This is an optimization exercise on Yosys and OpenROAD, whose aim is small area, a short achievable clock period and few clock cycles per item, not a production implementation. In this exercise RTL edits were held to simulation tests only and were not proved equivalent to the original. Power and IR drop assume default switching activity.

==> v12 <==
==> flow/design.v <==
module fs32_aoi222 (
    input  wire a0, a1, b0, b1, c0, c1,
    output wire y
);
    assign y = ~((a0 & a1) | (b0 & b1) | (c0 & c1));
endmodule
module fs32_aoi22 (
    input  wire a0, a1, b0, b1,
    output wire y
);
    assign y = ~((a0 & a1) | (b0 & b1));
endmodule
module fs32_ao22 (
    input  wire a0, a1, b0, b1,
    output wire y
);
    assign y = (a0 & a1) | (b0 & b1);
endmodule
module fs32_aoi221 (
    input  wire a0, a1, b0, b1, c,
    output wire y
);
    assign y = ~((a0 & a1) | (b0 & b1) | c);
endmodule
module fs32_stage_n #(
    parameter integer S  = 1,
    parameter integer NI = 0
) (
    input  wire [31:0] x,
    input  wire        keep,
    input  wire        left,
    input  wire        right,
    output wire [31:0] y
);
    genvar i;
    generate
        for (i = 0; i < 32; i = i + 1) begin : g_bit
            if (i >= S && i + S <= 31) begin : g_lr
                fs32_aoi222 u (.a0(keep), .a1(x[i]), .b0(left), .b1(x[i-S]),
                               .c0(right), .c1(x[i+S]), .y(y[i]));
            end else if (i >= S) begin : g_l
                if (NI) begin : g_1
                    fs32_aoi221 u (.a0(keep), .a1(x[i]), .b0(left),
                                   .b1(x[i-S]), .c(right), .y(y[i]));
                end else begin : g_0
                    fs32_aoi22 u (.a0(keep), .a1(x[i]), .b0(left),
                                  .b1(x[i-S]), .y(y[i]));
                end
            end else begin : g_r
                if (NI) begin : g_1
                    fs32_aoi221 u (.a0(keep), .a1(x[i]), .b0(right),
                                   .b1(x[i+S]), .c(left), .y(y[i]));
                end else begin : g_0
                    fs32_aoi22 u (.a0(keep), .a1(x[i]), .b0(right),
                                  .b1(x[i+S]), .y(y[i]));
                end
            end
        end
    endgenerate
endmodule
module fs32_stage16 (
    input  wire [31:0] x,
    input  wire        keep,
    input  wire        left,
    input  wire        right,
    output wire [31:0] y
);
    genvar i;
    generate
        for (i = 0; i < 32; i = i + 1) begin : g_bit
            if (i >= 16) begin : g_l
                fs32_ao22 u (.a0(keep), .a1(x[i]), .b0(left), .b1(x[i-16]),
                             .y(y[i]));
            end else begin : g_r
                fs32_ao22 u (.a0(keep), .a1(x[i]), .b0(right), .b1(x[i+16]),
                             .y(y[i]));
            end
        end
    endgenerate
endmodule
module fs32_coarse (
    input  wire [31:0] x,
    input  wire        dir,    
    input  wire [2:0]  d,      
    output wire [31:0] y
);
    wire [31:0] y16, y8n;
    fs32_stage16 u_s16 (
        .x(x), .keep(~d[2]), .left(~dir & d[2]), .right(dir & d[2]), .y(y16));
    fs32_stage_n #(.S(8)) u_s8 (
        .x(y16), .keep(~d[1]), .left(~dir & d[1]), .right(dir & d[1]), .y(y8n));
    fs32_stage_n #(.S(4), .NI(1)) u_s4 (
        .x(y8n), .keep(~d[0]), .left(~dir & d[0]), .right(dir & d[0]), .y(y));
endmodule
module fs32_fine (
    input  wire [31:0] x,
    input  wire [5:0]  sel,
    output wire [31:0] y
);
    wire [31:0] y2n;
    fs32_stage_n #(.S(2)) u_s2 (
        .x(x), .keep(sel[5]), .left(sel[4]), .right(sel[3]), .y(y2n));
    fs32_stage_n #(.S(1), .NI(1)) u_s1 (
        .x(y2n), .keep(sel[2]), .left(sel[1]), .right(sel[0]), .y(y));
endmodule
module fs32 (
    input  wire        clk,
    input  wire        rst,
    input  wire        req_valid,
    output wire        req_ready,
    input  wire [15:0] req_cmd,
    input  wire [31:0] req_value,
    input  wire [7:0]  req_dist,
    output wire        rsp_valid,
    input  wire        rsp_ready,
    output wire [31:0] rsp_value,
    output wire [1:0]  rsp_err
);
    reg        busy;     
    reg [31:0] w;        
    reg [5:0]  fsel;     
    reg        errl;
    wire [5:0] cmd_rsv  = req_cmd[15:10];
    wire       cmd_src  = req_cmd[9];
    wire       cmd_dir  = req_cmd[8];
    wire [7:0] cmd_dist = req_cmd[7:0];
    wire illegal = (cmd_rsv != 6'd0) || (cmd_src && (cmd_dist != 8'd0));
    wire [7:0] shamt = cmd_dist | (req_dist & {8{cmd_src}});
    wire       zero  = illegal || (shamt[7:5] != 3'd0);
    wire [31:0] coarse;
    fs32_coarse u_coarse (
        .x(req_value), .dir(cmd_dir), .d(shamt[4:2]), .y(coarse));
    wire [5:0] fsel_d = {
        ~zero & ~shamt[1], ~zero & ~cmd_dir & shamt[1], ~zero & cmd_dir & shamt[1],
        ~shamt[0], ~cmd_dir & shamt[0], cmd_dir & shamt[0]
    };
    always @(posedge clk) begin
        if (rst)
            busy <= 1'b0;
        else if (busy)
            busy <= ~rsp_ready;
        else
            busy <= req_valid;
        if (!busy) begin
            w    <= coarse;
            fsel <= fsel_d;
            errl <= illegal;
        end
    end
    fs32_fine u_fine (.x(w), .sel(fsel), .y(rsp_value));
    assign req_ready = ~busy;
    assign rsp_valid = busy;
    assign rsp_err   = {1'b0, errl};
endmodule
==> flow/run.sh <==
#!/bin/bash
# synth_recipe.tcl (not shown) runs the flow's synth.tcl, then flattens the netlist and writes it again
# the make line also repeats each setting of config.mk as NAME=value (left out here)
make -C /OpenROAD-flow-scripts/flow DESIGN_CONFIG=/design/flow/config.mk WORK_HOME=/design/flow/orfs CLKGATE_MAP_FILE= SYNTH_SCRIPT=/design/flow/synth_recipe.tcl finish
==> flow/config.mk <==
export PLATFORM = sky130hd
export DESIGN_NAME = fs32
export DESIGN_NICKNAME = fs32
export VERILOG_FILES = /design/flow/design.v
export SDC_FILE = /design/flow/constraint.sdc
export NUM_CORES = 4
export LEC_CHECK = 0
export CAP_MARGIN = 20
export CORE_MARGIN = 2
export CORE_UTILIZATION = 40
export SETUP_SLACK_MARGIN = 1
export SLEW_MARGIN = 20
export SYNTH_HIERARCHICAL = 1
==> flow/constraint.sdc <==
create_clock -name core_clock -period 4.0 [get_ports {clk}]
set_input_delay 0.8000 -clock core_clock [delete_from_list [all_inputs] [get_ports {clk}]]
set_output_delay 0.8000 -clock core_clock [all_outputs]
set_load 0.01 [all_outputs]
==> v21: changes against v12 <==
==> flow/design.v, changed modules only <==
module fs32_seldec (
    input  wire k,       
    input  wire src,     
    input  wire r,       
    input  wire dir,
    output wire keep,
    output wire left,
    output wire right
);
    wire sh = k | (src & r);
    assign keep  = ~sh;
    assign left  = ~dir & sh;
    assign right = dir & sh;
endmodule
module fs32_holdbit (
    input  wire nh,
    input  wire q,
    input  wire a,
    output wire y
);
    assign y = (nh | q) & a;
endmodule
module fs32_hold #(
    parameter integer W = 1
) (
    input  wire         h,
    input  wire [W-1:0] d,
    input  wire [W-1:0] q,
    output wire [W-1:0] y
);
    assign y = h ? q : d;
endmodule
module fs32_coarse (
    input  wire [31:0] x,
    input  wire        dir,    
    input  wire        src,    
    input  wire [2:0]  k,      
    input  wire [2:0]  r,      
    input  wire        en,
    output wire [31:0] y
);
    wire [2:0] keep, left, right;
    genvar b;
    generate
        for (b = 0; b < 3; b = b + 1) begin : g_sel
            fs32_seldec u_dec (.k(k[b]), .src(src), .r(r[b]), .dir(dir),
                               .keep(keep[b]), .left(left[b]), .right(right[b]));
        end
    endgenerate
    wire [31:0] y16, y8n;
    fs32_stage16 u_s16 (
        .x(x), .keep(keep[2]), .left(left[2]), .right(right[2]), .y(y16));
    fs32_stage_n #(.S(8)) u_s8 (
        .x(y16), .keep(keep[1]), .left(left[1]), .right(right[1]), .y(y8n));
    fs32_stage_n #(.S(4), .NI(1)) u_s4 (
        .x(y8n), .keep(en & keep[0]), .left(en & left[0]),
        .right(en & right[0]), .y(y));
endmodule
module fs32 (
    input  wire        clk,
    input  wire        rst,
    input  wire        req_valid,
    output wire        req_ready,
    input  wire [15:0] req_cmd,
    input  wire [31:0] req_value,
    input  wire [7:0]  req_dist,
    output wire        rsp_valid,
    input  wire        rsp_ready,
    output wire [31:0] rsp_value,
    output wire [1:0]  rsp_err
);
    reg        busy;     
    reg [31:0] w;        
    reg [5:0]  fsel;     
    reg        errl;
    wire [5:0] cmd_rsv  = req_cmd[15:10];
    wire       cmd_src  = req_cmd[9];
    wire       cmd_dir  = req_cmd[8];
    wire [7:0] cmd_dist = req_cmd[7:0];
    wire illegal = (cmd_rsv != 6'd0) || (cmd_src && (cmd_dist != 8'd0));
    wire [7:0] shamt = cmd_dist | (req_dist & {8{cmd_src}});
    wire       zero  = illegal || (shamt[7:5] != 3'd0);
    wire [31:0] coarse;
    fs32_coarse u_coarse (
        .x(req_value), .dir(cmd_dir), .src(cmd_src), .k(cmd_dist[4:2]),
        .r(req_dist[4:2]), .en(~busy), .y(coarse));
    wire [31:0] w_n;
    genvar i;
    generate
        for (i = 0; i < 32; i = i + 1) begin : g_w
            fs32_holdbit u_hold (.nh(~busy), .q(w[i]), .a(coarse[i]), .y(w_n[i]));
        end
    endgenerate
    wire [5:0] fsel_d = {
        ~zero & ~shamt[1], ~zero & ~cmd_dir & shamt[1], ~zero & cmd_dir & shamt[1],
        ~shamt[0], ~cmd_dir & shamt[0], cmd_dir & shamt[0]
    };
    wire [5:0] fsel_n;
    fs32_hold #(.W(6)) u_fsel_hold (.h(busy), .d(fsel_d), .q(fsel), .y(fsel_n));
    always @(posedge clk) begin
        fsel <= fsel_n;
        w    <= w_n;
        if (rst)
            busy <= 1'b0;
        else if (busy)
            busy <= ~rsp_ready;
        else
            busy <= req_valid;
        if (!busy) begin
            errl <= illegal;
        end
    end
    fs32_fine u_fine (.x(w), .sel(fsel), .y(rsp_value));
    assign req_ready = ~busy;
    assign rsp_valid = busy;
    assign rsp_err   = {1'b0, errl};
endmodule
==> flow/flow/run.sh (new file) <==
#!/bin/bash
# The standard layout with two changes: the port buffers are buf_1 cells,
# and after floorplan every combinational cell starts at its smallest drive
# (flow/downsize.tcl), leaving the sizing to the timing repair.
set -o pipefail
bash standard.sh "BUFFER_PORTS_ARGS=-buffer_cell sky130_fd_sc_hd__buf_1" \
    "POST_FLOORPLAN_TCL=$PWD/flow/downsize.tcl" finish > standard.log 2>&1
==> flow/flow/downsize.tcl (new file) <==
# Start every combinational cell at its smallest drive strength; the timing
# repair that follows sizes up what the critical paths need.
set n 0
foreach inst [[ord::get_db_block] getInsts] {
  set m [[$inst getMaster] getName]
  if {![regexp {^(sky130_fd_sc_hd__[a-z0-9]+)_([0-9]+)$} $m -> base drv]} continue
  if {[regexp {df|dl|buf|inv|conb|tap|fill|decap} $base]} continue
  if {$drv <= 1} continue
  foreach d {0 1} {
    set cand ${base}_$d
    if {[get_lib_cells -quiet $cand] ne "" && $cand ne $m} {
      replace_cell [get_cells [$inst getName]] $cand
      incr n
      break
    }
  }
}
puts "downsize: replaced $n cells"
==> flow/standard.sh (new file) <==
#!/bin/bash
# synth_recipe.tcl (not shown) runs the flow's synth.tcl, then flattens the netlist and writes it again
# the make line also repeats each setting of config.mk as NAME=value (left out here)
make -C /OpenROAD-flow-scripts/flow DESIGN_CONFIG=/design/flow/config.mk WORK_HOME=/design/flow/orfs CLKGATE_MAP_FILE= SYNTH_SCRIPT=/design/flow/synth_recipe.tcl "${@:-finish}"
- CTS_BUF_LIST: unset -> sky130_fd_sc_hd__clkbuf_4
- SETUP_SLACK_MARGIN: 1 -> 1.3
- TNS_END_PERCENT: unset -> 5
removed: flow/run.sh
==> v18: changes against v12 <==
==> flow/design.v, changed modules only <==
module fs32_seldec (
    input  wire k,       
    input  wire src,     
    input  wire r,       
    input  wire dir,
    output wire keep,
    output wire left,
    output wire right
);
    wire sh = k | (src & r);
    assign keep  = ~sh;
    assign left  = ~dir & sh;
    assign right = dir & sh;
endmodule
module fs32_holdbit (
    input  wire nh,
    input  wire q,
    input  wire a,
    output wire y
);
    assign y = (nh | q) & a;
endmodule
module fs32_hold #(
    parameter integer W = 1
) (
    input  wire         h,
    input  wire [W-1:0] d,
    input  wire [W-1:0] q,
    output wire [W-1:0] y
);
    assign y = h ? q : d;
endmodule
module fs32_coarse (
    input  wire [31:0] x,
    input  wire        dir,    
    input  wire        src,    
    input  wire [2:0]  k,      
    input  wire [2:0]  r,      
    input  wire        en,
    output wire [31:0] y
);
    wire [2:0] keep, left, right;
    genvar b;
    generate
        for (b = 0; b < 3; b = b + 1) begin : g_sel
            fs32_seldec u_dec (.k(k[b]), .src(src), .r(r[b]), .dir(dir),
                               .keep(keep[b]), .left(left[b]), .right(right[b]));
        end
    endgenerate
    wire [31:0] y16, y8n;
    fs32_stage16 u_s16 (
        .x(x), .keep(keep[2]), .left(left[2]), .right(right[2]), .y(y16));
    fs32_stage_n #(.S(8)) u_s8 (
        .x(y16), .keep(keep[1]), .left(left[1]), .right(right[1]), .y(y8n));
    fs32_stage_n #(.S(4), .NI(1)) u_s4 (
        .x(y8n), .keep(en & keep[0]), .left(en & left[0]),
        .right(en & right[0]), .y(y));
endmodule
module fs32 (
    input  wire        clk,
    input  wire        rst,
    input  wire        req_valid,
    output wire        req_ready,
    input  wire [15:0] req_cmd,
    input  wire [31:0] req_value,
    input  wire [7:0]  req_dist,
    output wire        rsp_valid,
    input  wire        rsp_ready,
    output wire [31:0] rsp_value,
    output wire [1:0]  rsp_err
);
    reg        busy;     
    reg [31:0] w;        
    reg [5:0]  fsel;     
    reg        errl;
    wire [5:0] cmd_rsv  = req_cmd[15:10];
    wire       cmd_src  = req_cmd[9];
    wire       cmd_dir  = req_cmd[8];
    wire [7:0] cmd_dist = req_cmd[7:0];
    wire illegal = (cmd_rsv != 6'd0) || (cmd_src && (cmd_dist != 8'd0));
    wire [7:0] shamt = cmd_dist | (req_dist & {8{cmd_src}});
    wire       zero  = illegal || (shamt[7:5] != 3'd0);
    wire [31:0] coarse;
    fs32_coarse u_coarse (
        .x(req_value), .dir(cmd_dir), .src(cmd_src), .k(cmd_dist[4:2]),
        .r(req_dist[4:2]), .en(~busy), .y(coarse));
    wire [31:0] w_n;
    genvar i;
    generate
        for (i = 0; i < 32; i = i + 1) begin : g_w
            fs32_holdbit u_hold (.nh(~busy), .q(w[i]), .a(coarse[i]), .y(w_n[i]));
        end
    endgenerate
    wire [5:0] fsel_d = {
        ~zero & ~shamt[1], ~zero & ~cmd_dir & shamt[1], ~zero & cmd_dir & shamt[1],
        ~shamt[0], ~cmd_dir & shamt[0], cmd_dir & shamt[0]
    };
    wire [5:0] fsel_n;
    fs32_hold #(.W(6)) u_fsel_hold (.h(busy), .d(fsel_d), .q(fsel), .y(fsel_n));
    always @(posedge clk) begin
        fsel <= fsel_n;
        w    <= w_n;
        if (rst)
            busy <= 1'b0;
        else if (busy)
            busy <= ~rsp_ready;
        else
            busy <= req_valid;
        if (!busy) begin
            errl <= illegal;
        end
    end
    fs32_fine u_fine (.x(w), .sel(fsel), .y(rsp_value));
    assign req_ready = ~busy;
    assign rsp_valid = busy;
    assign rsp_err   = {1'b0, errl};
endmodule
==> flow/flow/run.sh (new file) <==
#!/bin/bash
# The standard layout with two changes: the port buffers are buf_1 cells,
# and after floorplan every combinational cell starts at its smallest drive
# (flow/downsize.tcl), leaving the sizing to the timing repair.
set -o pipefail
bash standard.sh "BUFFER_PORTS_ARGS=-buffer_cell sky130_fd_sc_hd__buf_1" \
    "POST_FLOORPLAN_TCL=$PWD/flow/downsize.tcl" finish > standard.log 2>&1
==> flow/flow/downsize.tcl (new file) <==
# Start every combinational cell at its smallest drive strength; the timing
# repair that follows sizes up what the critical paths need.
set n 0
foreach inst [[ord::get_db_block] getInsts] {
  set m [[$inst getMaster] getName]
  if {![regexp {^(sky130_fd_sc_hd__[a-z0-9]+)_([0-9]+)$} $m -> base drv]} continue
  if {[regexp {df|dl|buf|inv|conb|tap|fill|decap} $base]} continue
  if {$drv <= 1} continue
  foreach d {0 1} {
    set cand ${base}_$d
    if {[get_lib_cells -quiet $cand] ne "" && $cand ne $m} {
      replace_cell [get_cells [$inst getName]] $cand
      incr n
      break
    }
  }
}
puts "downsize: replaced $n cells"
==> flow/standard.sh (new file) <==
#!/bin/bash
# synth_recipe.tcl (not shown) runs the flow's synth.tcl, then flattens the netlist and writes it again
# the make line also repeats each setting of config.mk as NAME=value (left out here)
make -C /OpenROAD-flow-scripts/flow DESIGN_CONFIG=/design/flow/config.mk WORK_HOME=/design/flow/orfs CLKGATE_MAP_FILE= SYNTH_SCRIPT=/design/flow/synth_recipe.tcl "${@:-finish}"
- SETUP_SLACK_MARGIN: 1 -> 1.3
- TNS_END_PERCENT: unset -> 5
removed: flow/run.sh
==> comparison <==
- v18 completed without violations. v12 finished with timing, DRC and antenna clean. v21 passed the timing, design-rule and antenna checks.
- Sequential share of layout area: v18 is lower than v21 (0.49 points).
- In v21 the combinational power is lower than in v12, by about 40%.
- Count of clock-buffer cells in the layout: v12 is lower than v18 (1).
- Clock skew: v18 is lower than v21 (2.5 ps).
- In area after synthesis, v18 and v21 do not differ.
- Against v12, the sequential power of v21 is lower by 6.1%.
- Of v12 and v18, v18 has the higher synthesized cell count (gap 14%, measured against v18).
- Between v18 and v12, the lower die area is in v18 (gap about 1.3%, measured against v12).
- In sequential cell count, v18 and v12 do not differ.
- First-iteration DRC count, highest first: v18, v21, v12.
==> figures <==
                                                                              v12                        v18                        v21
Status                                           no timing/DRC/antenna violations  no timing/DRC/antenna violations  no timing/DRC/antenna violations
Post-CTS repair timing setup buffer count                                      14                          0                          0
Vias in the first global route                                               2832                       2832                       2830
Measured slew at the worst slew-check pin                                  948 ps                    1060 ps                    1050 ps
Layout-to-synthesis area ratio                                             1.533x                     1.138x                     1.124x
Cell chosen for the clock root                          sky130_fd_sc_hd__clkbuf_8  sky130_fd_sc_hd__clkbuf_8  sky130_fd_sc_hd__clkbuf_4
Fill cell total of the finished layout                                        659                        734                        741
Worst R2R Path Depth                                                            2                          4                          4
Internal                                                                0.00120 W                 0.000781 W                 0.000705 W
Routing usage on met3                                                       1.81%                      2.07%                      1.91%
Fraction of area in multi-input gates                                       39.5%                      58.5%                      59.0%
Met1 layer wirelength in the final routing                           4490 microns               4320 microns               4400 microns
Share of total power consumed by net switching                              29.2%                      36.0%                      38.0%
Core occupancy in the finished layout                                       62.3%                      47.3%                      46.7%
Portion of total power attributed to the clock network                      26.2%                      22.5%                      17.1%
Post-detailed-routing wire length                                    9670 microns               9040 microns               8990 microns
Synth top area share                                                        37.9%                      32.2%                      32.2%
Vertical die dimension                                               91.9 microns               91.3 microns               91.3 microns
Post-Synthesis Cells                                                          242                        281                        281
Flip-flop and latch area                                               1190 sq um                  818 sq um                  825 sq um
First element of the critical path                                        fsel[5]                    fsel[3]                    fsel[5]
Testbench counts of v12, summed over its fixed seeds: cycles 9,600, items 4,800.
Testbench counts of v21, summed over its fixed seeds: cycles 9,600, items 4,800.
Testbench counts of v18, summed over its fixed seeds: cycles 9,600, items 4,800.

==> afterwards: timing with drivers on the ports <==
No port has a modelled driver above. Below, the same layouts with a new extraction and two added sets of constraints.
Step 1, drivers: a clkbuf_16 drives clk and a buf_2 each remaining input, both assumed.
Step 2 times the ports against the registers' clock, not the clock port: input delays grow and output delays shrink by t, the midpoint of the rising clock arrivals with the driver on.
Slacks: ideal ports / drivers / drivers and shift; pairs: ideal ports / drivers.
run	t (ns)	setup slack, ns	worst setup path at the end	cell pins on the clock port's net
v12	0.307	1.023 / 0.995 / 0.845	input to register	1
v21	0.364	1.390 / 1.367 / 1.089	input to register	1
v18	0.313	1.340 / 1.314 / 1.122	input to register	1
After both steps setup and hold are still met in every run listed. For v21, which loses most, drivers alone change the setup slack by -0.023 ns; drivers and shift together by -0.301 ns.
